This design comes from an exercise in tuning for small area, a short achievable clock period and few clock cycles per item on the open sky130 flow, not from production work. At most, simulation tests tie the RTL to the original design; equivalence was not proved. Function not checked in runs 1 and 5 to 7: the RTL went through the layout flow alone. Power figures rest on the tool's default switching activity, not on a simulated workload.

==> design.v <==
module pfs_softdec (
  input  wire        clk,
  input  wire        rst,
  input  wire        cmd_valid,
  output wire        cmd_ready,
  input  wire [15:0] cmd_len,
  input  wire [2:0]  cmd_ed,
  input  wire [1:0]  cmd_inner,
  input  wire [1:0]  cmd_outer,
  input  wire        in_valid,
  output wire        in_ready,
  input  wire [7:0]  in_data,
  output reg         out_valid,
  input  wire        out_ready,
  output reg  [7:0]  out_data,
  output reg         res_valid,
  output reg         res_ok
);
  reg        busy;
  reg [2:0]  ed_r;
  reg        inner_h, outer_h;
  wire       mlm = inner_h | outer_h;      
  wire       hdm = inner_h & outer_h;      
  reg        cmd_ready_r;           
  assign cmd_ready = cmd_ready_r;
  wire   cmd_take  = cmd_valid & ~busy;
  reg    start;                   
  reg        in_ready_r;
  assign in_ready = in_ready_r;
  wire   take = in_valid & in_ready_r;
  reg [11:0] q;
  reg [3:0]  q_cnt;
  wire       q_has = (q_cnt != 4'd0);
  wire       q_out = q[q_cnt - 4'd1];
  wire       q_deq;
  reg [7:0]  tv [0:6];
  reg [2:0]  tk [0:6];
  reg [2:0]  kin;         
  reg [1:0]  fl;          
  reg [5:0]  lo [0:7];
  reg [4:0]  hi [0:7];
  reg        cy [0:7];
  reg [13:0] bst;         
  function [2:0] xcol(input [2:0] kk);
    case (kk)
      3'd0: xcol = 3'b111;
      3'd1: xcol = 3'b110;
      3'd2: xcol = 3'b101;
      3'd3: xcol = 3'b011;
      3'd4: xcol = 3'b100;
      3'd5: xcol = 3'b010;
      default: xcol = 3'b001;
    endcase
  endfunction
  function [6:0] radd6(input [5:0] x, input [5:0] y, input ci);
    integer i;
    reg c;
    begin
      c = ci;
      for (i = 0; i < 6; i = i + 1) begin
        radd6[i] = x[i] ^ y[i] ^ c;
        c = (x[i] & y[i]) | (x[i] & c) | (y[i] & c);
      end
      radd6[6] = c;
    end
  endfunction
  function [4:0] radd5(input [4:0] x, input [4:0] y, input ci);
    integer i;
    reg c;
    begin
      c = ci;
      for (i = 0; i < 5; i = i + 1) begin
        radd5[i] = x[i] ^ y[i] ^ c;
        c = (x[i] & y[i]) | (x[i] & c) | (y[i] & c);
      end
    end
  endfunction
  integer a;
  reg [6:0]  lo_n [0:7];
  reg [4:0]  hi_n [0:7];
  always @(*) begin
    for (a = 0; a < 8; a = a + 1) begin : accn
      reg [2:0] kk;
      reg [7:0] ue, op;
      reg       s, st;
      reg [5:0] lb;
      reg [4:0] hb;
      kk = tk[(a < 2) ? 0 : a - 1];
      ue = tv[(a < 2) ? 0 : a - 1] ^ 8'h80;
      s  = ^(a[2:0] & xcol(kk));
      st = (kk == 3'd0);
      op = s ? ~ue : ue;
      lb = st ? ((a == 0) ? 6'd3 : 6'h3F) : lo[a];
      hb = st ? ((a == 0) ? 5'd0 : 5'h1F) : hi[a];
      lo_n[a] = radd6(lb, op[5:0], s);
      hi_n[a] = radd5(hb, {{3{op[7]}}, op[7:6]}, cy[a] & ~st);
    end
  end
  reg  [6:0] trig;        
  reg        s0;          
  reg        s6;          
  reg        fin;         
  reg [5:0]  ylo, xlo;
  reg [4:0]  yhi, xhi;
  reg        ycy, xcy;
  reg [3:0]  ydd;
  function [3:0] dcon(input [2:0] ai);
    dcon = {^(ai & 3'b111), ^(ai & 3'b110), ^(ai & 3'b101), ^(ai & 3'b011)};
  endfunction
  function [13:0] leaf(input [5:0] l, input [4:0] h, input c, input [3:0] dd);
    reg [4:0] th;
    begin
      th = h + {4'd0, c};
      leaf = {{th[3:0], l} ^ {10{th[4]}}, th[4] ? dd : ~dd};
    end
  endfunction
  reg [5:0]  ylo_n;
  reg [4:0]  yhi_n;
  reg        ycy_n;
  reg [3:0]  ydd_n;
  integer b;
  always @(*) begin
    ylo_n = 6'd0; yhi_n = 5'd0; ycy_n = 1'b0; ydd_n = 4'd0;
    for (b = 0; b < 7; b = b + 1)
      if (trig[b]) begin
        ylo_n = ylo_n | lo[b + 1];
        yhi_n = yhi_n | hi[b + 1];
        ycy_n = ycy_n | cy[b + 1];
        ydd_n = ydd_n | dcon(b + 1);
      end
  end
  wire [13:0] lf_y = leaf(ylo, yhi, ycy, ydd);
  wire [13:0] lf_x = s0 ? leaf(xlo, xhi, xcy, 4'b0000) : bst;
  wire [13:0] win  = ({lf_y[13:4], ~lf_y[3:0]} > {lf_x[13:4], ~lf_x[3:0]}) ? lf_y : lf_x;
  wire        nib_wr = fin & ~start;
  wire [3:0]  nib    = bst[3:0];
  reg [2:0]  j;
  reg [3:0]  hd;
  reg [2:0]  syn;
  reg [3:0]  q2;
  reg [2:0]  q2_cnt;
  wire       q2_deq;
  wire       hd_go = hdm & q_has & ((j != 3'd6) | (q2_cnt == 3'd0));
  wire [2:0] syn_n = syn ^ (q_out ? xcol(j) : 3'b000);
  reg  [3:0] hd_fix;
  always @(*) begin
    case (syn_n)
      3'b011:  hd_fix = hd ^ 4'b0001;
      3'b101:  hd_fix = hd ^ 4'b0010;
      3'b110:  hd_fix = hd ^ 4'b0100;
      3'b111:  hd_fix = hd ^ 4'b1000;
      default: hd_fix = hd;
    endcase
  end
  reg [6:0]  sreg;
  reg [2:0]  bitcnt;
  reg [15:0] bc;
  reg        kph;
  reg        done;
  reg [31:0] crc;
  reg        ok;
  reg [2:0]  vpos;
  reg        cwpar;
  wire       fb_v = hdm ? (q2_cnt != 3'd0) : q_has;
  wire       fb_b = hdm ? q2[3] : q_out;
  wire       fgo  = fb_v & (done | ~((bitcnt == 3'd7) & ~kph & out_valid));
  wire       fuse = fgo & ~done;
  assign q2_deq = hdm & fgo;
  assign q_deq  = hdm ? hd_go : fgo;
  wire       ed_chk  = (ed_r == 3'd2);
  wire       ed_crc  = ed_r[2] | (ed_r == 3'd3);
  wire       inv     = kph & (ed_r == 3'd6);
  wire       fbk     = crc[31] ^ fb_b ^ inv;
  reg [31:0] poly;
  always @(*) begin
    case (ed_r)
      3'd3:    poly = 32'h07000000;
      3'd4:    poly = 32'h10210000;
      3'd5:    poly = 32'h864CFB00;
      default: poly = 32'h04C11DB7;
    endcase
  end
  wire [31:0] crc_step = {crc[30:0], 1'b0} ^ (fbk ? poly : 32'h0);
  wire [7:0]  byte_now = {sreg, fb_b};
  wire        byte_end = fuse & (bitcnt == 3'd7);
  wire        bc_last  = (bc == 16'd1);
  function [2:0] key_len(input [2:0] e);
    case (e)
      3'd2, 3'd3: key_len = 3'd1;
      3'd4:       key_len = 3'd2;
      3'd5:       key_len = 3'd3;
      3'd6:       key_len = 3'd4;
      default:    key_len = 3'd0;
    endcase
  endfunction
  function [31:0] crc_init(input [2:0] e);
    case (e)
      3'd4:    crc_init = 32'hFFFF0000;
      3'd5:    crc_init = 32'hB704CE00;
      3'd6:    crc_init = 32'hFFFFFFFF;
      default: crc_init = 32'h00000000;
    endcase
  endfunction
  wire in_done = ~mlm | ((vpos == 3'd0) & ~cwpar);
  wire finish  = busy & ~start & done & in_done & ~out_valid;
  wire       busy_n = cmd_take | (busy & ~finish);
  wire [3:0] q_rem = q_cnt - {3'b000, q_deq};
  wire [3:0] q_inc = q_cnt + {3'b000, ~q_deq};
  wire       tk_bit = take & ~mlm;
  reg  [3:0] q_cnt_n;
  always @(*) begin
    if (start)        q_cnt_n = {3'b000, tk_bit};
    else if (nib_wr)  q_cnt_n = q_rem + 4'd4;
    else              q_cnt_n = tk_bit ? q_inc : q_rem;
  end
  wire       cw_in  = take & mlm & (start | (kin == 3'd0));    
  wire [2:0] kin_n  = start ? {2'b00, take & mlm} :
                      (take ? ((kin == 3'd6) ? 3'd0 : kin + 3'd1) : kin);
  wire [4:0] commit = {1'b0, q_rem} + {1'b0, fl, 2'b00};
  wire       room   = (commit <= 5'd8);
  wire rdy0  = mlm ? ((kin != 3'd0) | room) : (q_rem <= 4'd11);
  wire rdy1  = mlm ? ((kin != 3'd6) | room) : (q_rem <= 4'd10);
  wire in_ready_n = cmd_take | (busy & ~finish & (start | (take ? rdy1 : rdy0)));
  always @(posedge clk) begin
    tv[0] <= take ? in_data : 8'h80;
    for (a = 1; a < 7; a = a + 1)
      tv[a] <= tv[a - 1];
    for (a = 0; a < 8; a = a + 1) begin
      lo[a] <= lo_n[a][5:0];
      cy[a] <= lo_n[a][6];
      hi[a] <= hi_n[a];
    end
    bst <= win;
    tk[0] <= (take & mlm & ~start) ? kin : ((take & mlm) ? 3'd0 : 3'd7);
    for (a = 1; a < 7; a = a + 1)
      tk[a] <= start ? 3'd7 : tk[a - 1];
    for (a = 0; a < 7; a = a + 1)
      trig[a] <= ~start & (tk[a] == 3'd6);
    s0  <= trig[0] & ~start;
    s6  <= trig[6] & ~start;
    fin <= s6 & ~start;
    ylo <= ylo_n;
    yhi <= yhi_n;
    ycy <= ycy_n;
    ydd <= ydd_n;
    xlo <= lo[0];
    xhi <= hi[0];
    xcy <= cy[0];
    kin <= kin_n;
    if (start)
      fl <= {1'b0, cw_in};
    else
      fl <= fl + {1'b0, cw_in} - {1'b0, nib_wr};
    if (rst) begin
      busy       <= 1'b0;
      cmd_ready_r <= 1'b1;
      start      <= 1'b0;
      in_ready_r <= 1'b0;
      out_valid  <= 1'b0;
      res_valid  <= 1'b0;
    end else begin
      busy       <= busy_n;
      cmd_ready_r <= ~busy_n;
      start      <= cmd_take;
      in_ready_r <= in_ready_n;
      res_valid  <= finish;
      if (byte_end & ~kph)
        out_valid <= 1'b1;
      else if (out_ready)
        out_valid <= 1'b0;
    end
    q_cnt <= q_cnt_n;
    if (finish)
      res_ok <= ed_chk ? (crc[31:24] == 8'h00) : ok;
    if (byte_end & ~kph)
      out_data <= byte_now;
    if (~busy) begin
      ed_r    <= cmd_ed;
      inner_h <= (cmd_inner == 2'd2);
      outer_h <= (cmd_outer == 2'd2);
      bc      <= cmd_len;
    end
    if (nib_wr)
      q <= {q[7:0], nib};
    else if (take & ~mlm)
      q <= {q[10:0], in_data[7]};
    if (rst)
      done <= 1'b1;
    else if (start)
      done <= 1'b0;
    else if (byte_end & bc_last & (kph | (key_len(ed_r) == 3'd0)))
      done <= 1'b1;
    if (start) begin
      j       <= 3'd0;
      syn     <= 3'd0;
      q2_cnt  <= 3'd0;
      bitcnt  <= 3'd0;
      kph     <= 1'b0;
      crc     <= crc_init(ed_r);
      ok      <= 1'b1;
      vpos    <= {2'b00, take};
      cwpar   <= 1'b0;
    end else begin
      if (take) vpos <= vpos + 3'd1;
      if (take & (kin == 3'd6)) cwpar <= ~cwpar;
      if (hd_go) begin
        if (j[2] == 1'b0) hd <= {hd[2:0], q_out};
        if (j == 3'd6) begin
          j   <= 3'd0;
          syn <= 3'd0;
          q2  <= hd_fix;
        end else begin
          j   <= j + 3'd1;
          syn <= syn_n;
        end
      end
      if (hd_go & (j == 3'd6))
        q2_cnt <= 3'd4;
      else if (q2_deq) begin
        q2_cnt <= q2_cnt - 3'd1;
        q2     <= {q2[2:0], 1'b0};
      end
      if (fuse) begin
        sreg   <= byte_now[6:0];
        bitcnt <= bitcnt + 3'd1;
        if (ed_crc) crc <= crc_step;
        if (kph & ed_crc & fbk) ok <= 1'b0;
        if (byte_end) begin
          if (ed_chk) crc[31:24] <= crc[31:24] + byte_now;
          if (bc_last) begin
            if (~kph & (key_len(ed_r) != 3'd0)) begin
              kph <= 1'b1;
              bc  <= {13'd0, key_len(ed_r)};
            end
          end else
            bc <= bc - 16'd1;
        end
      end
    end
  end
endmodule
==> flow/run.sh <==
#!/bin/bash
# The standard layout (standard.sh, same synthesis, floorplan, power
# grid, placement, CTS and routing) with two changes in how it is made:
#  - the port buffers that buffer_ports inserts on every input and output
#    use buf_2 instead of the default cell;
#  - repair_timing aims for 10 ns of setup slack at the design's 14 ns
#    clock (the SDC and clock are unchanged).
set -o pipefail
export BUFFER_PORTS_ARGS="-buffer_cell sky130_fd_sc_hd__buf_2"
export SETUP_SLACK_MARGIN=10
bash standard.sh > standard.log 2>&1
==> standard.sh <==
#!/bin/bash
# synth_recipe.tcl (not shown) runs the flow's synth.tcl, then flattens the netlist and writes it again
# the make line also repeats each setting of config.mk as NAME=value (left out here)
make -C /OpenROAD-flow-scripts/flow DESIGN_CONFIG=/design/flow/config.mk WORK_HOME=/design/flow/orfs CLKGATE_MAP_FILE= SYNTH_SCRIPT=/design/flow/synth_recipe.tcl "${@:-finish}"
==> config.mk <==
export PLATFORM = sky130hd
export DESIGN_NAME = pfs_softdec
export DESIGN_NICKNAME = pfs_softdec
export VERILOG_FILES = /design/flow/design.v
export SDC_FILE = /design/flow/constraint.sdc
export NUM_CORES = 4
export LEC_CHECK = 0
export CAP_MARGIN = 20
export CORE_MARGIN = 2
export CORE_UTILIZATION = 40
export SLEW_MARGIN = 20
==> constraint.sdc <==
create_clock -name core_clock -period 14.0 [get_ports {clk}]
set_input_delay 2.8000 -clock core_clock [delete_from_list [all_inputs] [get_ports {clk}]]
set_output_delay 2.8000 -clock core_clock [all_outputs]
set_load 0.01 [all_outputs]
==> results of run 1 <==
==> path summary, 6_finish.rpt <==
kind	startpoint	to	slack, ps	cells past startpoint
setup / recovery	out_valid	out_valid	10070	1
hold / removal	lo[0][0]	xlo[0]	350	0
setup reg to reg	bitcnt[0]	in_ready_r	10220	17
hold reg to reg	lo[0][0]	xlo[0]	350	0
==> kinds of logic after synthesis <==
kind of cell	share of synthesized area
adders and majority gates	0.127
and+or+nand+nor	0.144
buffers and inverters	0.0362
AOI/OAI and AO/OA	0.119
muxes	0.0320
DFF	0.473
xor gates and xnor gates	0.0693
==> per-layer routing <==
metal / global-route usage / vias to the layer above / wire length [um]
li1: - / 5506 / -
met1: 0.247 / 5305 / 17200
met2: 0.266 / 221 / 15800
met3: 0.0345 / 48 / 1830
met4: 0.0446 / 0 / 670
met5: 0 / - / 0
==> sequential cells by signal (all words and copies together) (netlist names), 4 cells and up <==
name      count
ylo           6
xlo           6
ydd           4
q            12
q_cnt         4
hd            4
lo           48
sreg          7
crc          32
xhi           5
tv           56
cy            8
bc           16
bst          14
q2            4
hi           40
tk           21
trig          7
yhi           5
out_data      8
==> per-stage QoR <==
stage                     cells  power (uW)  setup slack, ps   util  area (um^2)
after global placement     2079        2710             9630  0.427        17100
after detailed placement   2079        2770             9510  0.427        17100
after CTS                  2151        3850             9950  0.462        18500
after global routing       2162        4120             9890  0.465        18600
final                      2162        3840            10070  0.465        18600
after floorplan            1560        2460            10000      -        16300
==> Yosys cell counts (12+ instances only) <==
master	number
ha_1	45
mux2i_1	33
xor2_1	50
a222oi_1	12
nand2_1	102
inv_1	83
xnor2_1	79
nor2b_1	19
o21ai_0	61
nand2b_1	27
a21oi_1	68
nor2_1	107
or2_2	69
fa_1	74
nand3_1	30
and3_1	16
a211oi_1	13
dfxtp_1	273
nor3_1	40
clkbuf_1	57
edfxtp_1	75
a22oi_1	29
==> power by group <==
group	total (uW)	switching, uW	internal [uW]
clock	1060	420	639
combinational	1260	666	591
sequential	1530	200	1330
total	3840	1290	2560
==> timing repair <==
action | CTS | global route
pin swaps | 1 | 2
endpoints found under the setup margin | 4 | 22
resized for setup | 6 | 15
buffers inserted | 1 | 10
hold buffers | 0 | 0
cloned | 0 | 0
==> area by class of cell <==
type,count,area share
inverters,84,0.0171
clock buffers,57,0.0649
well taps,525,0.0353
repair buffers,78,0.0258
flip-flops and latches,348,0.415
multi-input cells,1056,0.434
clock inverters,14,0.00773
==> run notes, run 1 <==
status timing/DRC/antenna clean; Fin Hold WS 348 ps; Crit-path slowest cell dfxtp_1; critical path class register to output pin; period utilization 0.281; grt total ovfl 0; Leak 0.00744 uW; area leader, netlist dfxtp_1; diodes inserted 0; Setup TNS Final 0 ps; H-tree lvl count 2; slew at the pin closest to its max-slew limit 1020 ps; multi-input logic area 0.00808 mm^2; first-pass GRT wire length 58500 um; #FFs+latches synth 348; Max VDD drop 0.130 mV; boundary pin count 49; sequential area share after synthesis 0.473; Synth Warn # 8; unrepaired setup endpoints after global routing true; ys async rst share 0; sequential cell area 0.00773 mm^2; Die Height 206 um; clk_skew 13.0 ps; Post-DP HPWL 24900 um; vias per cell 5.12; Top FF cell, synth dfxtp_1; slew margin rel. 0.317; Worst EP arrival 1130 ps; # clock sinks 348; area delta synth->final 14.1%; post-synthesis average cell area 10.5 um^2; min Tclk post-route 3930 ps; clock latency (worst-skew pair) 550 ps; Syn Nets 1715; root buf cell clkbuf_16; worst-path cell chain buf_2; Setup Viol. Count Final 0; num rows 73; total track usage 0.172; number of distinct library cells after synthesis 69; routability cong. 0.814; IO Port Bufs 48; crit start category register; Post-Synthesis Cells 1560; nature of the critical path endpoint output pin; die outline area 0.0424 mm^2; initial antenna violation count 0; Hold Crit Class register to register; Initial Util 0.408; vias in the first global route 11144; main area contributors after synthesis dfxtp_1 34%, edfxtp_1 14%, fa_1 9.1%; TritonCTS buffer count 39; share of layout cells above drive strength 1 0.151; Die X 206 um; max cap viols 0; CTS max path bufs 3; core area 0.0400 mm^2; Synth Cell Area 0.0163 mm^2; Max Transition Viols Final 0; CP Data Required Time 11200 ps; CTS tree done; routed vias 11080; First-pass DRT Iterations 6; nets 1762; fillcell total 3693; WL final 35600 um; pwr/cell area 206 mW/mm^2; DRC Markers 0; commonest cells after routing, fill and taps aside 269 x dfxtp_1, 106 x nor2_1, 101 x nand2_1; Fmax 254 MHz; CP max stage delay 410 ps; Hold Vio Cnt, Final 0; most common cell after layout, fill and taps aside dfxtp_1; Buf/Inv on CP 1; Antenna Violating Nets Remaining 0; area share of the largest cell type after synthesis 0.335; worst-path fanout max 5; Avg WL per Cell 16.4 um; crit-path leading delay family flip-flops; Initial DRC Count 731; Worst-path clk slew 60 ps; maximum number of pins on one net before global-route repair 60; number of flops mapped to enable cells by yosys 75
==> inputs of run 2 (changes only) <==
--- a/design.v
+++ b/design.v
@@ -98,11 +98,5 @@
   end
   reg  [6:0] trig;        
-  reg        s0;          
-  reg        s6;          
   reg        fin;         
-  reg [5:0]  ylo, xlo;
-  reg [4:0]  yhi, xhi;
-  reg        ycy, xcy;
-  reg [3:0]  ydd;
   function [3:0] dcon(input [2:0] ai);
     dcon = {^(ai & 3'b111), ^(ai & 3'b110), ^(ai & 3'b101), ^(ai & 3'b011)};
@@ -115,21 +109,21 @@
     end
   endfunction
-  reg [5:0]  ylo_n;
-  reg [4:0]  yhi_n;
-  reg        ycy_n;
-  reg [3:0]  ydd_n;
+  reg [5:0]  ylo;
+  reg [4:0]  yhi;
+  reg        ycy;
+  reg [3:0]  ydd;
   integer b;
   always @(*) begin
-    ylo_n = 6'd0; yhi_n = 5'd0; ycy_n = 1'b0; ydd_n = 4'd0;
+    ylo = 6'd0; yhi = 5'd0; ycy = 1'b0; ydd = 4'd0;
     for (b = 0; b < 7; b = b + 1)
       if (trig[b]) begin
-        ylo_n = ylo_n | lo[b + 1];
-        yhi_n = yhi_n | hi[b + 1];
-        ycy_n = ycy_n | cy[b + 1];
-        ydd_n = ydd_n | dcon(b + 1);
+        ylo = ylo | lo[b + 1];
+        yhi = yhi | hi[b + 1];
+        ycy = ycy | cy[b + 1];
+        ydd = ydd | dcon(b + 1);
       end
   end
   wire [13:0] lf_y = leaf(ylo, yhi, ycy, ydd);
-  wire [13:0] lf_x = s0 ? leaf(xlo, xhi, xcy, 4'b0000) : bst;
+  wire [13:0] lf_x = trig[0] ? leaf(lo[0], hi[0], cy[0], 4'b0000) : bst;
   wire [13:0] win  = ({lf_y[13:4], ~lf_y[3:0]} > {lf_x[13:4], ~lf_x[3:0]}) ? lf_y : lf_x;
   wire        nib_wr = fin & ~start;
@@ -237,14 +231,5 @@
     for (a = 0; a < 7; a = a + 1)
       trig[a] <= ~start & (tk[a] == 3'd6);
-    s0  <= trig[0] & ~start;
-    s6  <= trig[6] & ~start;
-    fin <= s6 & ~start;
-    ylo <= ylo_n;
-    yhi <= yhi_n;
-    ycy <= ycy_n;
-    ydd <= ydd_n;
-    xlo <= lo[0];
-    xhi <= hi[0];
-    xcy <= cy[0];
+    fin <= trig[6] & ~start;
     kin <= kin_n;
     if (start)
==> run 2 against run 1 <==
  * Still clean
  * Sequential power decreased by 7%
  * Flip-flop and latch count decreased by 30
  * Via count decreased by 1.2%
  * Synthesized cell count shrank 3.5%
  * Synthesized area is 4.1% lower
  * Clock power down 8%
  * Count of clock-buffer cells in the layout fell by 5
  * Die area is 4.0% lower
  * Critical path type unchanged
  * Worst setup slack better by 4.1 ps
  * Critical path depth did not move
  * Total power is 2.5% lower
  * Sequential share of layout area down 2.0 points
  * Largest cell class unchanged
==> run notes, run 2 <==
boundary pin count 49 (unchanged); grt total ovfl 0 (unchanged); Crit-path slowest cell edfxtp_1 (was dfxtp_1); unrepaired setup endpoints after global routing false (was true); Worst-path clk slew 60 ps (about the same); placed cells 2029 (was 2079); Worst EP arrival 1130 ps (about the same); crit-path leading delay family flip-flops (unchanged); number of flops mapped to enable cells by yosys 75 (unchanged); crit start category register (unchanged); nature of the critical path endpoint output pin (unchanged); IO Port Bufs 48 (unchanged); worst hold path depth 0 (unchanged); area leader, netlist dfxtp_1 (unchanged); maximum number of pins on one net before global-route repair 52 (was 60); clock latency (worst-skew pair) 540 ps (was 550 ps); nets 1721 (was 1762); Hold Vio Cnt, Final 0 (unchanged); commonest cells after routing, fill and taps aside 232 x dfxtp_1, 111 x nor2_1, 96 x nand2_1 (was 269 x dfxtp_1, 106 x nor2_1, 101 x nand2_1); core area 0.0386 mm^2 (was 0.0400 mm^2); num rows 72 (was 73); Crit path depth 1 (unchanged); Max VDD drop 0.116 mV (was 0.130 mV); Largest regs tv x56, lo x48, hi x40 (unchanged); CP Launch Point res_ok (was out_valid); Synth Warn # 8 (unchanged); H-tree lvl count 2 (unchanged); routed vias 10942 (was 11080); WL final 35400 um (was 35600 um); routability cong. 0.857 (was 0.814); Fmax 255 MHz (was 254 MHz); fin cells 2115 (was 2162); Synth top cells by count 243 x dfxtp_1, 112 x nor2_1, 97 x nand2_1 (was 273 x dfxtp_1, 107 x nor2_1, 102 x nand2_1); max cap viols 0 (unchanged); vias per cell 5.17 (was 5.12); min Tclk post-route 3930 ps (about the same); Initial Util 0.405 (was 0.408); initial antenna violation count 0 (unchanged); top-count cell post-synth dfxtp_1 (unchanged); fillcell total 3543 (was 3693); slew at the pin closest to its max-slew limit 940 ps (was 1020 ps); final worst slack 10070 ps (about the same); Leak 0.00715 uW (was 0.00744 uW); Setup Viol. Count Final 0 (unchanged); R2R Path Start q_cnt[0] (was bitcnt[0]); ys async rst share 0 (unchanged); period utilization 0.280 (was 0.281); Post-DP HPWL 25100 um (was 24900 um); main area contributors after synthesis dfxtp_1 31%, edfxtp_1 14%, fa_1 9.5% (was dfxtp_1 34%, edfxtp_1 14%, fa_1 9.1%); TritonCTS buffer count 37 (was 39); Avg WL per Cell 16.7 um (was 16.4 um); vias in the first global route 10881 (was 11144); most common cell after layout, fill and taps aside dfxtp_1 (unchanged); share of layout cells above drive strength 1 0.167 (was 0.151); Antenna Violating Nets Remaining 0 (unchanged); # clock sinks 318 (was 348); Hold Crit Class register to register (unchanged); CTS tree done (unchanged); slew margin rel. 0.371 (was 0.317); status timing/DRC/antenna clean (unchanged); CP max stage delay 430 ps (was 410 ps); Fin Hold WS 358 ps (was 348 ps); CP Data Required Time 11200 ps (about the same); total track usage 0.175 (was 0.172); Syn Nets 1661 (was 1715); Synth Cell Area 0.0156 mm^2 (was 0.0163 mm^2); Initial DRC Count 919 (was 731); first-pass GRT wire length 57600 um (was 58500 um); CTS Hold Bufs 0 (unchanged); number of distinct library cells after synthesis 72 (was 69); worst-path fanout max 1 (was 5); sequential area share after synthesis 0.455 (was 0.473); worst-path cell chain buf_2 (unchanged); Max Transition Viols Final 0 (unchanged); critical path class register to output pin (unchanged); max reg flops 56 (unchanged); area share of the largest cell type after synthesis 0.311 (was 0.335); worst r2r path cells 13 (was 17); DRC Markers 0 (unchanged); CTS max path bufs 3 (unchanged); Die X 202 um (was 206 um); #FFs+latches synth 318 (was 348); Worst Hold Launch tv[0][1] (was lo[0][0]); post-synthesis average cell area 10.4 um^2 (was 10.5 um^2); Buf/Inv on CP 1 (unchanged); pre-CTS WS 9250 ps (was 9510 ps); Setup TNS Final 0 ps (unchanged); First-pass DRT Iterations 5 (was 6); clk_skew 15.1 ps (was 13.0 ps); Top FF cell, synth dfxtp_1 (unchanged); Post-Synthesis Cells 1506 (was 1560); area delta synth->final 15.4% (was 14.1%); pwr/cell area 208 mW/mm^2 (was 206 mW/mm^2); root buf cell clkbuf_16 (unchanged); Most flops, register tv (unchanged); die outline area 0.0407 mm^2 (was 0.0424 mm^2); Die Height 202 um (was 206 um)
## run 2: cell count changes after synthesis, sizes merged, moves of 7 or more
cell	change
a21oi	-13
o21ai	+22
clkbuf	-11
dfxtp	-30
o211ai	-7
a21o	-7
a22oi	+8
## run 2: repair_timing
item,4_1_cts,5_1_grt
gates cloned,1,1
setup endpoints to repair,21,28
pin swaps,3,10
setup buffers,6,8
resized for setup,7,31
## run 2: logic make-up (layout without fill, tap and decap cells)
kind of cell / Yosys count / count (layout) / synth area share
and+or+nand+nor: 448 / 448 / 0.143
xor gates and xnor gates: 135 / 136 / 0.0784
muxes: 46 / 46 / 0.0333
buffers and inverters: 147 / 235 / 0.0366
adders and majority gates: 121 / 121 / 0.132
DFF: 318 / 318 / 0.455
other: 0 / 2 / 0
AOI/OAI and AO/OA: 291 / 291 / 0.122
## run 2: routing by layer
layer  wire length, um  up-vias  global-route usage  share of wire
met5                 0        -                   0              0
met4              1150        0              0.0649          0.032
met3              1810       67              0.0279          0.051
met2             16600      290               0.284           0.47
met1             15900     5229               0.235           0.45
li1                  -     5356                   -              -
## run 2: worst register-to-register path, delay by kind of cell (launching register included)
family,cells,cell delay [ps]
xor gates and xnor gates,3,850
muxes,1,600
AOI/OAI and AO/OA,3,550
buffers and inverters,3,500
and+or+nand+nor,2,490
DFF,1,380
adders and majority gates,1,220
## run 2: power by group
| part | internal [uW] | switching, uW | leakage [uW] |
|---|---|---|---|
| Clock | 583 | 397 | 0.000614 |
| Combinational | 647 | 701 | 0.00381 |
| Sequential | 1220 | 204 | 0.00272 |
| Total | 2450 | 1300 | 0.00715 |
## run 2: path summary, 6_finish.rpt
kind	slack [ps]	end
worst max-delay path	10070	res_ok
worst max register to register	10160	crc[4]
worst min-delay path	360	tv[1][1]
worst min register to register	360	tv[1][1]
## run 2: area by class of cell
class	count	area [um^2]	area share
diodes	2	5.00	0.000277
clock buffers	52	1080	0.0600
clock inverters	16	160	0.00887
inverters	86	323	0.0179
multi-input cells	1042	8140	0.451
flip-flops and latches	318	7130	0.395
well taps	518	648	0.0359
repair buffers	81	562	0.0311
## run 2: per-stage QoR
step	power (uW)	utilization	cell area (um^2)
CTS	3690	0.461	17800
detailed placement	2660	0.426	16500
floorplan	2360	-	15700
finish	3750	0.467	18100
global placement	2620	0.426	16500
global route	4010	0.467	18000
Testbench counts of run 2, summed over its fixed seeds: cycles 80,756, items 4,540.
==> inputs of run 3 (changes only) <==
--- a/config.mk
+++ b/config.mk
@@ -9,3 +9,5 @@
 export CORE_MARGIN = 2
 export CORE_UTILIZATION = 40
+export CTS_CLUSTER_DIAMETER = 100
+export CTS_CLUSTER_SIZE = 30
 export SLEW_MARGIN = 20
==> run 3 against run 2 <==
  * Still clean on timing, DRC and antenna
  * Clock skew up 19 ps
  * Synthesized cell count unchanged
  * Register-to-register slack better by 70 ps
  * Routed wire length down 3.0%
  * Largest cell class unchanged
  * Highest routed layer unchanged
==> run notes, run 3 <==
status timing/DRC/antenna clean (unchanged); worst-path fanout max 1 (unchanged); min Tclk post-route 3950 ps (was 3930 ps); Initial DRC Count 849 (was 919); share of layout cells above drive strength 1 0.146 (was 0.167); Post-DP HPWL 25100 um (unchanged); CTS tree done (unchanged); nature of the critical path endpoint output pin (unchanged); IO Port Bufs 48 (unchanged); clock share of power 0.159 (was 0.261); crit-path leading delay family flip-flops (unchanged); crit start category register (unchanged); Crit path depth 1 (unchanged); Worst EP arrival 1150 ps (was 1130 ps); period utilization 0.282 (was 0.280); area leader, netlist dfxtp_1 (unchanged); most common cell after layout, fill and taps aside dfxtp_1 (unchanged); max cap viols 0 (unchanged); num rows 72 (unchanged); slew at the pin closest to its max-slew limit 930 ps (was 940 ps); pwr/cell area 188 mW/mm^2 (was 208 mW/mm^2); hold endpoint tv[1][1] (unchanged); top-count cell post-synth dfxtp_1 (unchanged); First-pass DRT Iterations 5 (unchanged); Die Height 202 um (unchanged); Setup TNS Final 0 ps (unchanged); post-synthesis average cell area 10.4 um^2 (unchanged); clock latency (worst-skew pair) 530 ps (was 540 ps); diodes inserted 0 (was 2); total track usage 0.170 (was 0.175); fin cells 2070 (was 2115); number of distinct library cells after synthesis 72 (unchanged); H-tree lvl count 1 (was 2); clk_skew 33.8 ps (was 15.1 ps); die outline area 0.0407 mm^2 (unchanged); initial antenna violation count 0 (unchanged); Worst Hold Launch tv[0][1] (unchanged); number of flops mapped to enable cells by yosys 75 (unchanged); CTS max path bufs 3 (unchanged); CP max stage delay 450 ps (was 430 ps); commonest cells after routing, fill and taps aside 234 x dfxtp_1, 111 x nor2_1, 96 x nand2_1 (was 232 x dfxtp_1, 111 x nor2_1, 96 x nand2_1); nets 1702 (was 1721); worst hold path depth 0 (unchanged); ys async rst share 0 (unchanged); max reg flops 56 (unchanged); Synth Warn # 8 (unchanged); root buf cell clkbuf_16 (unchanged); pre-CTS WS 9250 ps (unchanged); first-pass GRT wire length 56300 um (was 57600 um); combinational power share 0.405 (was 0.360); slew margin rel. 0.378 (was 0.371); WL final 34300 um (was 35400 um); Psw 1190 uW (was 1300 uW); post-route cell area 0.0173 mm^2 (was 0.0181 mm^2); worst r2r path cells 12 (was 13); Max VDD drop 0.0927 mV (was 0.116 mV); Switching Fraction 0.368 (was 0.347); Post-Synthesis Cells 1506 (unchanged); sequential area share after synthesis 0.455 (unchanged); grt total ovfl 0 (unchanged); unrepaired setup endpoints after global routing true (was false); maximum number of pins on one net before global-route repair 52 (unchanged); Initial Util 0.405 (unchanged); CP Data Required Time 11200 ps (about the same); Antenna Violating Nets Remaining 0 (unchanged); Synth Cell Area 0.0156 mm^2 (unchanged); routed vias 10710 (was 10942); boundary pin count 49 (unchanged); Syn Nets 1661 (unchanged); Synth top cells by count 243 x dfxtp_1, 112 x nor2_1, 97 x nand2_1 (unchanged); Leak 0.00677 uW (was 0.00715 uW); Setup Viol. Count Final 0 (unchanged); Pint 2050 uW (was 2450 uW); R2R Path Start q_cnt[0] (unchanged); TritonCTS buffer count 15 (was 37); Most flops, register tv (unchanged); Area after DPL 0.0165 mm^2 (unchanged); DRC Markers 0 (unchanged); fillcell total 3614 (was 3543); Buf/Inv on CP 1 (unchanged); worst-path cell chain buf_2 (unchanged); area delta synth->final 10.3% (was 15.4%); fin util 0.446 (was 0.467); #FFs+latches synth 318 (unchanged); area share of the largest cell type after synthesis 0.311 (unchanged); Reg power frac 0.436 (was 0.379); Max Transition Viols Final 0 (unchanged); # clock sinks 318 (unchanged); RR Endpoint crc[12] (was crc[4]); Die X 202 um (unchanged); Largest regs tv x56, lo x48, hi x40 (unchanged); Hold Crit Class register to register (unchanged); critical path class register to output pin (unchanged); Fmax 253 MHz (was 255 MHz); Top FF cell, synth dfxtp_1 (unchanged); placed cells 2029 (unchanged); main area contributors after synthesis dfxtp_1 31%, edfxtp_1 14%, fa_1 9.5% (unchanged); vias in the first global route 10600 (was 10881); final worst slack 10050 ps (was 10070 ps); routability cong. 0.857 (unchanged); flop-to-flop setup slack 10230 ps (was 10160 ps); Worst-path clk slew 120 ps (was 60 ps); Avg WL per Cell 16.6 um (was 16.7 um); Hold Vio Cnt, Final 0 (unchanged); core area 0.0386 mm^2 (unchanged); Crit-path slowest cell edfxtp_1 (unchanged); vias per cell 5.17 (about the same)
[run 3: cell types whose count changed in the layout (fill, tap and decap cells not counted), moves of 3 or more]
cell | before | now
clkbuf_8 | 8 | 1
dfxtp_2 | 10 | 7
clkbuf_1 | 6 | 1
clkbuf_16 | 39 | 16
buf_4 | 24 | 29
clkinv_2 | 7 | 1
[run 3: area by class of cell]
class	count	area, um^2	area share
multi-input cells	1042	8140	0.472
flip-flops and latches	318	7130	0.413
well taps	518	648	0.0376
repair buffers	84	559	0.0324
clock buffers	17	393	0.0228
inverters	86	323	0.0187
clock inverters	5	61.3	0.00355
[run 3: worst max-delay path by stage]
| stage | startpoint | endpoint |
|---|---|---|
| floorplan | trig[0] | bst[2] |
| global placement | trig[0] | bst[12] |
| detailed placement | trig[0] | bst[12] |
| CTS | q_cnt[0] | crc[31] |
| global route | trig[0] | bst[12] |
| finish | res_ok | res_ok |
[run 3: repair_timing]
item / in CTS / in global routing
gates resized for setup: 8 / 29
gates cloned: 1 / 1
setup buffers: 7 / 10
endpoints found under the hold margin: 0 / 0
setup endpoints to repair: 22 / 27
hold buffers: 0 / 0
pin swaps: 2 / 10
[run 3: worst register-to-register path, delay by kind of cell, from the launching register on]
kind / cells / cell delay, ps
simple gates: 1 / 190
fa+ha+maj: 1 / 220
xor+xnor: 3 / 750
mux: 1 / 600
compound gates: 4 / 1030
flops: 1 / 400
buf+inv: 2 / 330
[run 3: cell families after synthesis]
family	share of synthesized area
AO/OA/AOI/OAI	0.122
XOR/XNOR	0.0784
adder cells (fa/ha/maj)	0.132
buffers and inverters	0.0366
flip-flops	0.455
multiplexers	0.0333
AND/OR/NAND/NOR	0.143
[run 3: power groups by stage]
stage,Combinational [uW],Sequential [uW],Clock [uW]
after floorplan,1020,1330,0
after global placement,1190,1430,0
after CTS,1270,1410,537
after detailed placement,1230,1430,0
after global routing,1500,1440,567
final,1320,1410,516
[run 3: metal layers]
layer / up-vias / GRT usage / part of all wire
li1: 5284 / - / -
met1: 5169 / 0.233 / 0.47
met2: 213 / 0.281 / 0.47
met3: 44 / 0.0226 / 0.037
met4: 0 / 0.0470 / 0.027
met5: - / 0 / 0
[run 3: stage by stage]
step / hold WS (ps) / total power (uW)
global route: 378 / 3510
floorplan: 331 / 2360
finish: 366 / 3250
CTS: 367 / 3220
detailed placement: 340 / 2660
global placement: 355 / 2620
==> inputs of run 4 (changes only) <==
--- a/config.mk
+++ b/config.mk
@@ -10,4 +10,4 @@
 export CORE_UTILIZATION = 40
 export CTS_CLUSTER_DIAMETER = 100
-export CTS_CLUSTER_SIZE = 30
+export CTS_CLUSTER_SIZE = 22
 export SLEW_MARGIN = 20
==> run 4 against run 3 <==
  * Cell count about the same
  * Hold slack lost 3.3 ps
  * Still clean on timing, DRC and antenna
  * Global-route usage increased by 0.096 points
  * Cell area up 0.33%
  * Largest power group unchanged
  * Die area did not move
  * Clock power is 6.8% higher
  * Synthesized area is the same
==> run notes, run 4 <==
status timing/DRC/antenna clean (unchanged); crit start category register (unchanged); Fmax 254 MHz (was 253 MHz); unrepaired setup endpoints after global routing false (was true); DRC Markers 0 (unchanged); slew at the pin closest to its max-slew limit 947 ps (was 930 ps); Worst EP arrival 1130 ps (was 1150 ps); nets 1703 (was 1702); boundary pin count 49 (unchanged); ys async rst share 0 (unchanged); grt total ovfl 0 (unchanged); Most flops, register tv (unchanged); fillcell total 3595 (was 3614); max reg flops 56 (unchanged); worst-path fanout max 1 (unchanged); nature of the critical path endpoint output pin (unchanged); worst-path cell chain buf_2 (unchanged); Worst-path clk slew 100 ps (was 120 ps); Post-Synthesis Cells 1506 (unchanged); WL final 34600 um (was 34300 um); pre-CTS WS 9250 ps (unchanged); CP Data Required Time 11200 ps (about the same); Leak 0.00679 uW (was 0.00677 uW); Post-DP HPWL 25100 um (unchanged); met3 wire len 1470 um (was 1280 um); area leader, netlist dfxtp_1 (unchanged); num rows 72 (unchanged); IO Port Bufs 48 (unchanged); Synth Cell Area 0.0156 mm^2 (unchanged); max cap viols 0 (unchanged); number of distinct library cells after synthesis 72 (unchanged); vias per cell 5.22 (was 5.17); Top FF cell, synth dfxtp_1 (unchanged); Crit-path slowest cell edfxtp_1 (unchanged); #FFs+latches synth 318 (unchanged); Antenna Violating Nets Remaining 0 (unchanged); Synth Warn # 8 (unchanged); vias in the first global route 10606 (was 10600); Syn Nets 1661 (unchanged); Max Transition Viols Final 0 (unchanged); clk_skew 30.3 ps (was 33.8 ps); Top Metal Used met4 (unchanged); Worst Hold Launch tv[0][1] (unchanged); share of layout cells above drive strength 1 0.145 (was 0.146); post-synthesis average cell area 10.4 um^2 (unchanged); area delta synth->final 10.6% (was 10.3%); routed vias 10810 (was 10710); met1 wire length 15900 um (was 16000 um); critical path class register to output pin (unchanged); sequential area share after synthesis 0.455 (unchanged); most common cell after layout, fill and taps aside dfxtp_1 (unchanged); clock latency (worst-skew pair) 550 ps (was 530 ps); Synth top cells by count 243 x dfxtp_1, 112 x nor2_1, 97 x nand2_1 (unchanged); root buf cell clkbuf_16 (unchanged); final worst slack 10070 ps (was 10050 ps); routability cong. 0.857 (unchanged); Hold Crit Class register to register (unchanged); Avg WL per Cell 16.7 um (was 16.6 um); CP max stage delay 440 ps (was 450 ps); Setup Viol. Count Final 0 (unchanged); met2 WL post-DR 16000 um (was 16100 um); Largest regs tv x56, lo x48, hi x40 (unchanged); die outline area 0.0407 mm^2 (unchanged); number of flops mapped to enable cells by yosys 75 (unchanged); Die Height 202 um (unchanged); diodes inserted 0 (unchanged); period utilization 0.281 (was 0.282); Buf/Inv on CP 1 (unchanged); H-tree lvl count 1 (unchanged); CTS Hold Bufs 0 (unchanged); commonest cells after routing, fill and taps aside 234 x dfxtp_1, 111 x nor2_1, 96 x nand2_1 (unchanged); # clock sinks 318 (unchanged); Setup TNS Final 0 ps (unchanged); TritonCTS buffer count 18 (was 15); pwr/cell area 191 mW/mm^2 (was 188 mW/mm^2); initial antenna violation count 0 (unchanged); CTS tree done (unchanged); slew margin rel. 0.367 (was 0.378); Initial Util 0.405 (unchanged); first-pass GRT wire length 56600 um (was 56300 um); top-count cell post-synth dfxtp_1 (unchanged); main area contributors after synthesis dfxtp_1 31%, edfxtp_1 14%, fa_1 9.5% (unchanged); Hold Vio Cnt, Final 0 (unchanged); area share of the largest cell type after synthesis 0.311 (unchanged); crit-path leading delay family flip-flops (unchanged); total track usage 0.171 (was 0.170); maximum number of pins on one net before global-route repair 52 (unchanged); CP Launch Point res_ok (unchanged); Max VDD drop 0.0883 mV (was 0.0927 mV); Initial DRC Count 872 (was 849); Total Power 3310 uW (was 3250 uW); First-pass DRT Iterations 5 (unchanged); core area 0.0386 mm^2 (unchanged); Die X 202 um (unchanged); min Tclk post-route 3930 ps (was 3950 ps); CTS max path bufs 3 (unchanged); R2R Path Start q_cnt[0] (unchanged)
-- run 4: logic make-up after synthesis --
kind of cell	Yosys count	share of synthesized area
AOI/OAI and AO/OA	291	0.122
xor gates and xnor gates	135	0.0784
adders and majority gates	121	0.132
buffers and inverters	147	0.0366
DFF	318	0.455
muxes	46	0.0333
and+or+nand+nor	448	0.143
-- run 4: cell type report --
type	count	area (um^2)	share of cell area
well taps	518	648	0.0374
repair buffers	82	569	0.0329
multi-input cells	1042	8140	0.470
clock buffers	23	470	0.0272
inverters	86	323	0.0186
clock inverters	3	31.3	0.00181
flip-flops and latches	318	7130	0.412
-- run 4: power breakdown --
| part | leakage [uW] | switching, uW | internal (uW) | total (uW) |
|---|---|---|---|---|
| combinational | 0.00382 | 695 | 646 | 1340 |
| clock | 0.000246 | 310 | 241 | 551 |
| sequential | 0.00272 | 202 | 1210 | 1420 |
| total | 0.00679 | 1210 | 2100 | 3310 |
-- run 4: worst reg2reg max path, delay by kind of cell (launching register included) --
family	cells	cell delay, ps
buffers and inverters	3	500
DFF	1	390
xor gates and xnor gates	3	850
and+or+nand+nor	2	490
AOI/OAI and AO/OA	3	540
adders and majority gates	1	220
muxes	1	590
-- run 4: through the flow --
step                      instances  hold WS, ps  instance area, um^2   util
final                          2072          363                17300  0.448
after global routing           2072          374                17300  0.448
after CTS                      2062          364                17100  0.442
after detailed placement       2029          340                16500  0.426
after global placement         2029          355                16500  0.426
after floorplan                1506          331                15700      -
-- run 4: worst paths after layout --
path,endpoint,slack (ps),cells past startpoint
max,res_ok,10070,1
min,tv[1][1],360,0
max reg2reg,crc[1],10160,13
min reg2reg,tv[1][1],360,0
-- run 4: timing repair --
item,CTS,global route
setup buffers,6,9
pin swaps,3,11
resized for setup,8,29
cloned,1,1
hold endpoints to repair,0,0
setup endpoints to repair,21,29
-- run 4: per-layer routing --
| layer | up-vias | GRT usage |
|---|---|---|
| met5 | - | 0 |
| met4 | 0 | 0.0565 |
| met3 | 64 | 0.0231 |
| met2 | 273 | 0.277 |
| met1 | 5176 | 0.235 |
| li1 | 5297 | - |
==> inputs of run 5 (changes only) <==
--- a/design.v
+++ b/design.v
@@ -196,6 +196,13 @@
     endcase
   endfunction
-  wire in_done = ~mlm | ((vpos == 3'd0) & ~cwpar);
-  wire finish  = busy & ~start & done & in_done & ~out_valid;
+  wire       done_set    = byte_end & bc_last & (kph | (key_len(ed_r) == 3'd0));
+  wire       done_n      = done | done_set;
+  wire [2:0] vpos_n      = vpos + {2'b00, take};
+  wire       cwpar_n     = cwpar ^ (take & (kin == 3'd6));
+  wire       in_done_n   = ~mlm | ((vpos_n == 3'd0) & ~cwpar_n);
+  wire       out_valid_n = (byte_end & ~kph) | (out_valid & ~out_ready);
+  wire       finish      = busy & ~start & done_n & in_done_n & ~out_valid_n;
+  wire       ok_n        = ok & ~(fuse & kph & ed_crc & fbk);
+  wire [7:0] sum_n       = crc[31:24] + (byte_end ? byte_now : 8'h00);
   wire       busy_n = cmd_take | (busy & ~finish);
   wire [3:0] q_rem = q_cnt - {3'b000, q_deq};
@@ -257,5 +264,5 @@
     q_cnt <= q_cnt_n;
     if (finish)
-      res_ok <= ed_chk ? (crc[31:24] == 8'h00) : ok;
+      res_ok <= ed_chk ? (sum_n == 8'h00) : ok_n;
     if (byte_end & ~kph)
       out_data <= byte_now;
@@ -274,5 +281,5 @@
     else if (start)
       done <= 1'b0;
-    else if (byte_end & bc_last & (kph | (key_len(ed_r) == 3'd0)))
+    else if (done_set)
       done <= 1'b1;
     if (start) begin
==> run 5 against run 4 <==
  * Still clean
  * Flip-flop and latch count unchanged
  * Synthesized area increased by 1.9%
  * Fmax decreased by 0.58%
  * Sequential share of layout area decreased by 0.90 points
  * Hold slack got worse by 2.5 ps
==> run notes, run 5 <==
CTS tree done (unchanged); nature of the critical path endpoint output pin (unchanged); sequential area share after synthesis 0.446 (was 0.455); commonest cells after routing, fill and taps aside 230 x dfxtp_1, 100 x nor2_1, 85 x nand2_1 (was 234 x dfxtp_1, 111 x nor2_1, 96 x nand2_1); Post-Synth XOR/XNOR Area 0.0747 (was 0.0784); num rows 73 (was 72); DRC Markers 0 (unchanged); worst-path cell chain buf_2 (unchanged); #FFs+latches synth 318 (unchanged); number of distinct library cells after synthesis 84 (was 72); Worst EP arrival 1150 ps (was 1130 ps); Crit-path slowest cell dfxtp_4 (was edfxtp_1); Largest regs tv x56, lo x48, hi x40 (unchanged); boundary pin count 49 (unchanged); min Tclk post-route 3950 ps (was 3930 ps); Post-DP HPWL 25200 um (was 25100 um); clk_skew 20.2 ps (was 30.3 ps); Avg WL per Cell 16.4 um (was 16.7 um); max reg flops 56 (unchanged); Synth Area in Compound Gates 0.123 (was 0.122); area share of the largest cell type after synthesis 0.305 (was 0.311); Leak 0.00701 uW (was 0.00679 uW); WL final 34400 um (was 34600 um); initial antenna violation count 0 (unchanged); Top FF cell, synth dfxtp_1 (unchanged); Die Height 204 um (was 202 um); grt total ovfl 0 (unchanged); Synth Area in Adders 0.137 (was 0.132); Synth Warn # 8 (unchanged); vias in the first global route 10950 (was 10606); unrepaired setup endpoints after global routing true (was false); H-tree lvl count 1 (unchanged); core area 0.0395 mm^2 (was 0.0386 mm^2); # clock sinks 318 (unchanged); status timing/DRC/antenna clean (unchanged); IO Port Bufs 48 (unchanged); crit start category register (unchanged); share of layout cells above drive strength 1 0.167 (was 0.145); nets 1731 (was 1703); TritonCTS buffer count 18 (unchanged); Max VDD drop 0.0756 mV (was 0.0883 mV); first-pass GRT wire length 56900 um (was 56600 um); number of flops mapped to enable cells by yosys 75 (unchanged); Synth Area in Simple Gates 0.145 (was 0.143); multi-input logic area 0.00849 mm^2 (was 0.00814 mm^2); post-route cell area 0.0177 mm^2 (was 0.0173 mm^2); maximum number of pins on one net before global-route repair 69 (was 52); Antenna Violating Nets Remaining 0 (unchanged); die outline area 0.0415 mm^2 (was 0.0407 mm^2); Post-Synthesis Cells 1516 (was 1506); area leader, netlist dfxtp_1 (unchanged); Fmax 253 MHz (was 254 MHz); Synth top cells by count 243 x dfxtp_1, 102 x nor2_1, 87 x nand2_1 (was 243 x dfxtp_1, 112 x nor2_1, 97 x nand2_1); mux contribution to synthesized area 0.0391 (was 0.0333); Most flops, register tv (unchanged); root buf cell clkbuf_16 (unchanged); top-count cell post-synth dfxtp_1 (unchanged); vias per cell 5.19 (was 5.22); Hold Crit Class register to register (unchanged); Syn Nets 1680 (was 1661); area delta synth->final 11.1% (was 10.6%); critical path class register to output pin (unchanged); CP max stage delay 460 ps (was 440 ps); slew margin rel. 0.278 (was 0.367); diodes inserted 0 (unchanged); Buf/Inv on CP 1 (unchanged); clock latency (worst-skew pair) 530 ps (was 550 ps); period utilization 0.282 (was 0.281); CP Data Required Time 11200 ps (about the same); fillcell total 3721 (was 3595); routability cong. 0.833 (was 0.857); Area after DPL 0.0168 mm^2 (was 0.0165 mm^2); CTS max path bufs 3 (unchanged); post-synthesis average cell area 10.5 um^2 (was 10.4 um^2); flop-to-flop setup slack 10170 ps (was 10160 ps); main area contributors after synthesis dfxtp_1 30%, edfxtp_1 14%, fa_1 9.4% (was dfxtp_1 31%, edfxtp_1 14%, fa_1 9.5%); sequential cell area 0.00714 mm^2 (was 0.00713 mm^2); pwr/cell area 182 mW/mm^2 (was 191 mW/mm^2); crit-path leading delay family flip-flops (unchanged); routed vias 10887 (was 10810); Initial DRC Count 662 (was 872); CTS Hold Bufs 0 (unchanged); largest family of logic cells by synthesized area simple AND/OR/NAND/NOR gates (unchanged); worst-path fanout max 9 (was 1); Max Transition Viols Final 0 (unchanged); Synth Cell Area 0.0160 mm^2 (was 0.0156 mm^2); total track usage 0.168 (was 0.171); Hold Vio Cnt, Final 0 (unchanged); ys async rst share 0 (unchanged); Worst-path clk slew 90 ps (was 100 ps); Die X 204 um (was 202 um); most common cell after layout, fill and taps aside dfxtp_1 (unchanged); max cap viols 0 (unchanged); First-pass DRT Iterations 6 (was 5); Initial Util 0.403 (was 0.405); Setup Viol. Count Final 0 (unchanged); Setup TNS Final 0 ps (unchanged); slew at the pin closest to its max-slew limit 1070 ps (was 947 ps)
[run 5: cell types whose count changed in the layout (fill, tap and decap cells not counted), moves of 8 or more]
cell     previous run  this run
o21ai_0            83        59
buf_4              25        37
mux2i_1            30        42
nand3_1            29        41
nand2_1            96        85
nor2_1            111       100
a22oi_1            37        27
o31ai_1            11         1
ha_1               41        49
[run 5: timing repair]
item,CTS,global route
resized for setup,20,41
setup buffers,5,19
pin swaps,3,12
setup endpoints to repair,22,23
[run 5: layout make-up]
type                    instances  area share
inverters                      82      0.0182
clock buffers                  23      0.0265
repair buffers                 91      0.0339
multi-input cells            1056       0.479
clock inverters                 4     0.00198
flip-flops and latches        318       0.403
well taps                     525      0.0371
[run 5: worst register-to-register path, cell delays in order, from the launching register on]
cell and delay (ps):
dfxtp_4 380, a222oi_1 350, nand3_1 120, ha_1 240, ha_1 230, nand3_1 120
xor2_2 180, buf_6 170, buf_4 160, xor2_1 190, inv_1 60, ha_1 320
and4_1 180, nand3_1 110, o21bai_2 230, a31oi_4 320, mux2_2 370
[run 5: path summary, 6_finish.rpt]
| path | startpoint | endpoint | cells past startpoint |
|---|---|---|---|
| setup / recovery | in_ready_r | in_ready | 1 |
| hold / removal | tv[0][1] | tv[1][1] | 0 |
| hold reg to reg | tv[0][1] | tv[1][1] | 0 |
| setup reg to reg | trig[2] | bst[12] | 16 |
[run 5: cells by family after synthesis]
kind of cell	after synthesis
simple gates	449
flops	318
compound gates	282
buf+inv	142
xor+xnor	136
fa+ha+maj	130
mux	59
[run 5: stage by stage]
step | total power [uW] | setup slack (ps) | std cells | hold WS [ps] | util
2_1_floorplan | 2300 | 9810 | 1516 | 331 | -
3_3_place_gp | 2560 | 9400 | 2048 | 352 | 0.425
3_5_place_dp | 2600 | 9380 | 2048 | 337 | 0.425
4_1_cts | 3210 | 10000 | 2080 | 361 | 0.440
5_1_grt | 3490 | 9980 | 2099 | 367 | 0.448
6_report | 3230 | 10050 | 2099 | 360 | 0.448
[run 5: power by group]
group / total [uW] / internal [uW] / switching, uW / leakage (uW)
clock: 549 / 241 / 308 / 0.000247
sequential: 1400 / 1200 / 192 / 0.00273
combinational: 1280 / 612 / 670 / 0.00404
[run 5: per-layer routing]
layer / up-vias / wire [um] / share of wire / track usage
met4: 0 / 709 / 0.021 / 0.0396
met5: - / 0 / 0 / 0
met1: 5264 / 15500 / 0.45 / 0.223
met3: 50 / 1230 / 0.036 / 0.0216
li1: 5374 / - / - / -
met2: 199 / 17000 / 0.49 / 0.292
==> inputs of run 6 (changes only) <==
--- a/config.mk
+++ b/config.mk
@@ -9,5 +9,5 @@
 export CORE_MARGIN = 2
 export CORE_UTILIZATION = 40
-export CTS_CLUSTER_DIAMETER = 100
-export CTS_CLUSTER_SIZE = 22
+export CTS_CLUSTER_DIAMETER = 80
+export CTS_CLUSTER_SIZE = 26
 export SLEW_MARGIN = 20
==> run 6 against run 5 <==
  * Register-to-register slack about the same
  * Global-route usage about the same
  * Count of clock-buffer cells in the layout is 2 lower
  * Cell area barely moved
  * Synthesized area is the same
  * Total power is 0.19% higher
  * Die area did not move
  * Worst setup slack worse by 2.7 ps
  * Clock skew up 15 ps
  * Cell count increased by 0.19%
  * Critical endpoint unchanged
  * Largest cell class unchanged
==> run notes, run 6 <==
TritonCTS buffer count 18 (unchanged); nets 1733 (was 1731); Crit path depth 1 (unchanged); clk_skew 35.6 ps (was 20.2 ps); Avg WL per Cell 16.5 um (was 16.4 um); Max VDD drop 0.0960 mV (was 0.0756 mV); max reg flops 56 (unchanged); multi-input logic area 0.00847 mm^2 (was 0.00849 mm^2); Top FF cell, synth dfxtp_1 (unchanged); boundary pin count 49 (unchanged); worst r2r path cells 18 (was 16); area delta synth->final 11.2% (was 11.1%); total track usage 0.169 (was 0.168); status timing/DRC/antenna clean (unchanged); root buf cell clkbuf_16 (unchanged); post-synthesis average cell area 10.5 um^2 (unchanged); critical path class register to output pin (unchanged); Worst EP arrival 1160 ps (was 1150 ps); Synth top cells by count 243 x dfxtp_1, 102 x nor2_1, 87 x nand2_1 (unchanged); first-pass GRT wire length 57100 um (was 56900 um); Largest regs tv x56, lo x48, hi x40 (unchanged); Setup TNS Final 0 ps (unchanged); period utilization 0.283 (was 0.282); worst hold path depth 0 (unchanged); Worst-path clk slew 100 ps (was 90 ps); CTS max path bufs 3 (unchanged); main area contributors after synthesis dfxtp_1 30%, edfxtp_1 14%, fa_1 9.4% (unchanged); unrepaired setup endpoints after global routing true (unchanged); CTS Hold Bufs 0 (unchanged); routed vias 10927 (was 10887); share of layout cells above drive strength 1 0.166 (was 0.167); Syn Nets 1680 (unchanged); pwr/cell area 182 mW/mm^2 (about the same); Hold Crit Class register to register (unchanged); crit-path leading delay family flip-flops (unchanged); DRC Markers 0 (unchanged); nature of the critical path endpoint output pin (unchanged); CP max stage delay 460 ps (about the same); top-count cell post-synth dfxtp_1 (unchanged); slew at the pin closest to its max-slew limit 1080 ps (was 1070 ps); crit start category register (unchanged); min Tclk post-route 3960 ps (was 3950 ps); #FFs+latches synth 318 (unchanged); Synth Cell Area 0.0160 mm^2 (unchanged); Die X 204 um (unchanged); ys async rst share 0 (unchanged); Hold Vio Cnt, Final 0 (unchanged); max cap viols 0 (unchanged); initial antenna violation count 0 (unchanged); area leader, netlist dfxtp_1 (unchanged); post-route cell area 0.0177 mm^2 (about the same); Leak 0.00703 uW (was 0.00701 uW); core area 0.0395 mm^2 (unchanged); CTS tree done (unchanged); worst-path cell chain buf_2 (unchanged); Area after DPL 0.0168 mm^2 (unchanged); Max Transition Viols Final 0 (unchanged); H-tree lvl count 1 (unchanged); Crit-path slowest cell dfxtp_4 (unchanged); IO Port Bufs 48 (unchanged); area share of the largest cell type after synthesis 0.305 (unchanged); routability cong. 0.833 (unchanged); diodes inserted 0 (unchanged); WL final 34700 um (was 34400 um); Post-DP HPWL 25200 um (unchanged); worst-path fanout max 9 (unchanged); Fmax 253 MHz (about the same); # clock sinks 318 (unchanged); die outline area 0.0415 mm^2 (unchanged); vias per cell 5.20 (was 5.19); Antenna Violating Nets Remaining 0 (unchanged); fin cells 2103 (was 2099); Initial DRC Count 721 (was 662); clock latency (worst-skew pair) 540 ps (was 530 ps); slew margin rel. 0.272 (was 0.278); grt total ovfl 0 (unchanged); number of flops mapped to enable cells by yosys 75 (unchanged); fillcell total 3724 (was 3721); Buf/Inv on CP 1 (unchanged); most common cell after layout, fill and taps aside dfxtp_1 (unchanged); num rows 73 (unchanged); sequential cell area 0.00714 mm^2 (about the same); vias in the first global route 10986 (was 10950); Synth Warn # 8 (unchanged); placed cells 2048 (unchanged); Post-Synthesis Cells 1516 (unchanged); Most flops, register tv (unchanged); Die Height 204 um (unchanged); Initial Util 0.403 (unchanged); commonest cells after routing, fill and taps aside 232 x dfxtp_1, 100 x nor2_1, 85 x nand2_1 (was 230 x dfxtp_1, 100 x nor2_1, 85 x nand2_1); number of distinct library cells after synthesis 84 (unchanged); CP Data Required Time 11200 ps (about the same); First-pass DRT Iterations 6 (unchanged); Setup Viol. Count Final 0 (unchanged); maximum number of pins on one net before global-route repair 69 (unchanged); sequential area share after synthesis 0.446 (unchanged)
## run 6: final cells by class
| class | count | area share |
|---|---|---|
| multi-input cells | 1056 | 0.478 |
| flip-flops and latches | 318 | 0.402 |
| repair buffers | 93 | 0.0335 |
| inverters | 82 | 0.0182 |
| well taps | 525 | 0.0370 |
| clock buffers | 21 | 0.0260 |
| clock inverters | 8 | 0.00494 |
## run 6: path summary, 6_finish.rpt
| check | slack [ps] | from | end |
|---|---|---|---|
| worst max-delay path | 10040 | in_ready_r | in_ready |
| worst min-delay path | 360 | tv[1][1] | tv[2][1] |
| worst max register to register | 10180 | trig[2] | bst[7] |
| worst min register to register | 360 | tv[1][1] | tv[2][1] |
## run 6: power by group
| group | internal [uW] | leakage, uW | switching [uW] | total, uW |
|---|---|---|---|---|
| Clock | 248 | 0.000264 | 327 | 575 |
| Combinational | 596 | 0.00404 | 666 | 1260 |
| Sequential | 1200 | 0.00272 | 193 | 1400 |
| Total | 2050 | 0.00703 | 1190 | 3230 |
## run 6: timing repair
action	CTS	global route
cloned	0	1
pin swaps	3	9
buffers inserted	6	19
gates resized for setup	18	31
setup endpoints to repair	22	25
## run 6: logic make-up (layout without fill, tap and decap cells)
family / count (synthesis) / in the layout / share of synthesized area
adders and majority gates: 130 / 130 / 0.137
and+or+nand+nor: 449 / 449 / 0.145
AOI/OAI and AO/OA: 282 / 282 / 0.123
buffers and inverters: 142 / 204 / 0.0350
xor gates and xnor gates: 136 / 136 / 0.0747
DFF: 318 / 318 / 0.446
muxes: 59 / 59 / 0.0391
## run 6: per-layer routing
metal | up-vias | track usage | wire, um
met1 | 5293 | 0.226 | 15700
met4 | 0 | 0.0360 | 635
li1 | 5375 | - | -
met2 | 213 | 0.291 | 17100
met3 | 46 | 0.0222 | 1300
met5 | - | 0 | 0
## run 6: stage by stage
| stage | total power (uW) | hold WS [ps] | setup slack, ps | utilization |
|---|---|---|---|---|
| detailed placement | 2600 | 337 | 9380 | 0.425 |
| global route | 3490 | 361 | 9920 | 0.448 |
| floorplan | 2300 | 331 | 9810 | - |
| CTS | 3230 | 361 | 10010 | 0.442 |
| finish | 3230 | 357 | 10040 | 0.448 |
| global placement | 2560 | 352 | 9400 | 0.425 |
==> inputs of run 7 (changes only) <==
--- a/design.v
+++ b/design.v
@@ -50,5 +50,6 @@
       3'd4: xcol = 3'b100;
       3'd5: xcol = 3'b010;
-      default: xcol = 3'b001;
+      3'd6: xcol = 3'b001;
+      default: xcol = 3'b000;              
     endcase
   endfunction
@@ -91,7 +92,7 @@
       st = (kk == 3'd0);
       op = s ? ~ue : ue;
-      lb = st ? ((a == 0) ? 6'd3 : 6'h3F) : lo[a];
-      hb = st ? ((a == 0) ? 5'd0 : 5'h1F) : hi[a];
-      lo_n[a] = radd6(lb, op[5:0], s);
+      lb = st ? 6'd3 : lo[a];
+      hb = st ? 5'd0 : hi[a];
+      lo_n[a] = radd6(lb, op[5:0], 1'b0);
       hi_n[a] = radd5(hb, {{3{op[7]}}, op[7:6]}, cy[a] & ~st);
     end
--- a/config.mk
+++ b/config.mk
@@ -9,5 +9,5 @@
 export CORE_MARGIN = 2
 export CORE_UTILIZATION = 40
-export CTS_CLUSTER_DIAMETER = 80
-export CTS_CLUSTER_SIZE = 26
+export CTS_CLUSTER_DIAMETER = 100
+export CTS_CLUSTER_SIZE = 22
 export SLEW_MARGIN = 20
==> run 7 against run 6 <==
  * Hold slack better by 8.5 ps
  * Critical path type is now primary input to register
  * Clock skew is 3.1 ps higher
  * Still clean on timing, DRC and antenna
  * Count of clock-buffer cells in the layout up 3
  * Critical endpoint is now res_ok
  * Routed wire length rose by 0.66%
==> run notes, run 7 <==
Worst-path clk slew 90 ps (was 100 ps); flop-to-flop setup slack 10200 ps (was 10180 ps); pre-CTS WS 8940 ps (was 9380 ps); number of flops mapped to enable cells by yosys 75 (unchanged); worst r2r path cells 18 (unchanged); area leader, netlist dfxtp_1 (unchanged); WL final 34900 um (was 34700 um); top-count cell post-synth dfxtp_1 (unchanged); period utilization 0.281 (was 0.283); vias in the first global route 11152 (was 10986); post-synthesis average cell area 10.2 um^2 (was 10.5 um^2); ys async rst share 0 (unchanged); Top FF cell, synth dfxtp_1 (unchanged); Synth Cell Area 0.0160 mm^2 (about the same); Setup TNS Final 0 ps (unchanged); max cap viols 0 (unchanged); unrepaired setup endpoints after global routing true (unchanged); Post-Synthesis Cells 1570 (was 1516); fillcell total 3795 (was 3724); RR Endpoint bst[12] (was bst[7]); CTS tree done (unchanged); Syn Nets 1740 (was 1680); final worst slack 10070 ps (was 10040 ps); Initial Util 0.404 (was 0.403); First-pass DRT Iterations 7 (was 6); Die Height 204 um (about the same); Hold Vio Cnt, Final 0 (unchanged); Synth Warn # 8 (unchanged); H-tree lvl count 1 (unchanged); Leak 0.00736 uW (was 0.00703 uW); max reg flops 56 (unchanged); Largest regs tv x56, lo x48, hi x40 (unchanged); core area 0.0396 mm^2 (was 0.0395 mm^2); Max VDD drop 0.0909 mV (was 0.0960 mV); slew margin rel. 0.291 (was 0.272); area delta synth->final 11.2% (about the same); worst hold path depth 0 (unchanged); IO Port Bufs 48 (unchanged); number of distinct library cells after synthesis 73 (was 84); hold endpoint tv[2][7] (was tv[2][1]); boundary pin count 49 (unchanged); clock latency (worst-skew pair) 540 ps (about the same); Antenna Violating Nets Remaining 0 (unchanged); Crit-path slowest cell nor4b_4 (was dfxtp_4); # clock sinks 318 (unchanged); Worst Hold Launch tv[1][7] (was tv[1][1]); Die X 204 um (about the same); CP max stage delay 340 ps (was 460 ps); sequential area share after synthesis 0.445 (was 0.446); R2R Path Start trig[0] (was trig[2]); root buf cell clkbuf_16 (unchanged); share of layout cells above drive strength 1 0.119 (was 0.166); most common cell after layout, fill and taps aside dfxtp_1 (unchanged); main area contributors after synthesis dfxtp_1 30%, edfxtp_1 14%, fa_1 9.4% (unchanged); routed vias 11048 (was 10927); Fmax 255 MHz (was 253 MHz); min Tclk post-route 3930 ps (was 3960 ps); area share of the largest cell type after synthesis 0.304 (was 0.305); Setup Viol. Count Final 0 (unchanged); clk_skew 38.7 ps (was 35.6 ps); CP Data Required Time 14200 ps (was 11200 ps); pwr/cell area 189 mW/mm^2 (was 182 mW/mm^2); slew at the pin closest to its max-slew limit 1060 ps (was 1080 ps); status timing/DRC/antenna clean (unchanged); crit start category primary input (was register); nature of the critical path endpoint register (was output pin); #FFs+latches synth 318 (unchanged); grt total ovfl 0 (unchanged); Synth top cells by count 243 x dfxtp_1, 157 x nand2_1, 125 x inv_1 (was 243 x dfxtp_1, 102 x nor2_1, 87 x nand2_1); diodes inserted 0 (unchanged); maximum number of pins on one net before global-route repair 49 (was 69)
==> run 7: changes by cell type after synthesis, moves of 13 or more <==
cell | before | now
and2_1 | 13 | 34
inv_1 | 80 | 125
mux2i_1 | 42 | 29
nand2_1 | 87 | 157
nor2_1 | 102 | 83
or2_2 | 71 | 19
==> run 7: power by group <==
part	internal [uW]	total [uW]	switching, uW	leakage (uW)
clock	242	546	304	0.000243
sequential	1230	1430	207	0.00273
combinational	633	1380	743	0.00439
==> run 7: worst max-delay path by stage <==
stage              from  endpoint  slack [ps]  cells past startpoint
2_1_floorplan  in_valid    res_ok        9660                      7
3_3_place_gp    trig[0]   bst[12]        8990                     18
3_5_place_dp    trig[4]   bst[12]        8940                     17
4_1_cts        in_valid    res_ok        9940                      9
5_1_grt        in_valid    res_ok        9980                      8
6_report       in_valid    res_ok       10070                      8
==> run 7: layout make-up <==
| type | count | area (um^2) | share of cell area |
|---|---|---|---|
| clock inverters | 2 | 32.5 | 0.00183 |
| multi-input cells | 1061 | 8420 | 0.474 |
| repair buffers | 82 | 561 | 0.0315 |
| inverters | 129 | 499 | 0.0281 |
| well taps | 525 | 657 | 0.0369 |
| clock buffers | 24 | 473 | 0.0266 |
| flip-flops and latches | 318 | 7140 | 0.402 |
==> run 7: critical path, delay by kind of cell <==
kind | cells | cell delay (ps)
AO/OA/AOI/OAI | 1 | 110
adder cells (fa/ha/maj) | 2 | 360
buffers and inverters | 2 | 160
AND/OR/NAND/NOR | 3 | 680
==> run 7: per-stage QoR <==
| stage | util | area, um^2 | instances | total power [uW] | hold WS (ps) |
|---|---|---|---|---|---|
| floorplan | - | 16100 | 1570 | 2400 | 349 |
| global placement | 0.424 | 16800 | 2093 | 2690 | 355 |
| detailed placement | 0.424 | 16800 | 2093 | 2730 | 357 |
| CTS | 0.442 | 17500 | 2134 | 3350 | 364 |
| global route | 0.449 | 17800 | 2141 | 3640 | 376 |
| finish | 0.449 | 17800 | 2141 | 3350 | 365 |
==> run 7: routing by layer <==
| metal | routed length (um) | part of all wire | global-route usage |
|---|---|---|---|
| met4 | 863 | 0.025 | 0.0474 |
| met2 | 16500 | 0.47 | 0.288 |
| met3 | 1260 | 0.036 | 0.0193 |
| met1 | 16300 | 0.47 | 0.234 |
| met5 | 0 | 0 | 0 |
==> run 7: logic make-up after synthesis <==
| family | Yosys count | synth area share |
|---|---|---|
| compound gates | 267 | 0.111 |
| fa+ha+maj | 138 | 0.142 |
| xor+xnor | 148 | 0.0820 |
| flops | 318 | 0.445 |
| buf+inv | 191 | 0.0459 |
| simple gates | 463 | 0.142 |
| mux | 45 | 0.0315 |
==> run 7: repair_timing <==
action	4_1_cts	5_1_grt
hold buffers	0	0
pin swaps	5	12
setup buffers	15	6
cloned	0	1
endpoints found under the setup margin	32	25
gates resized for setup	19	41
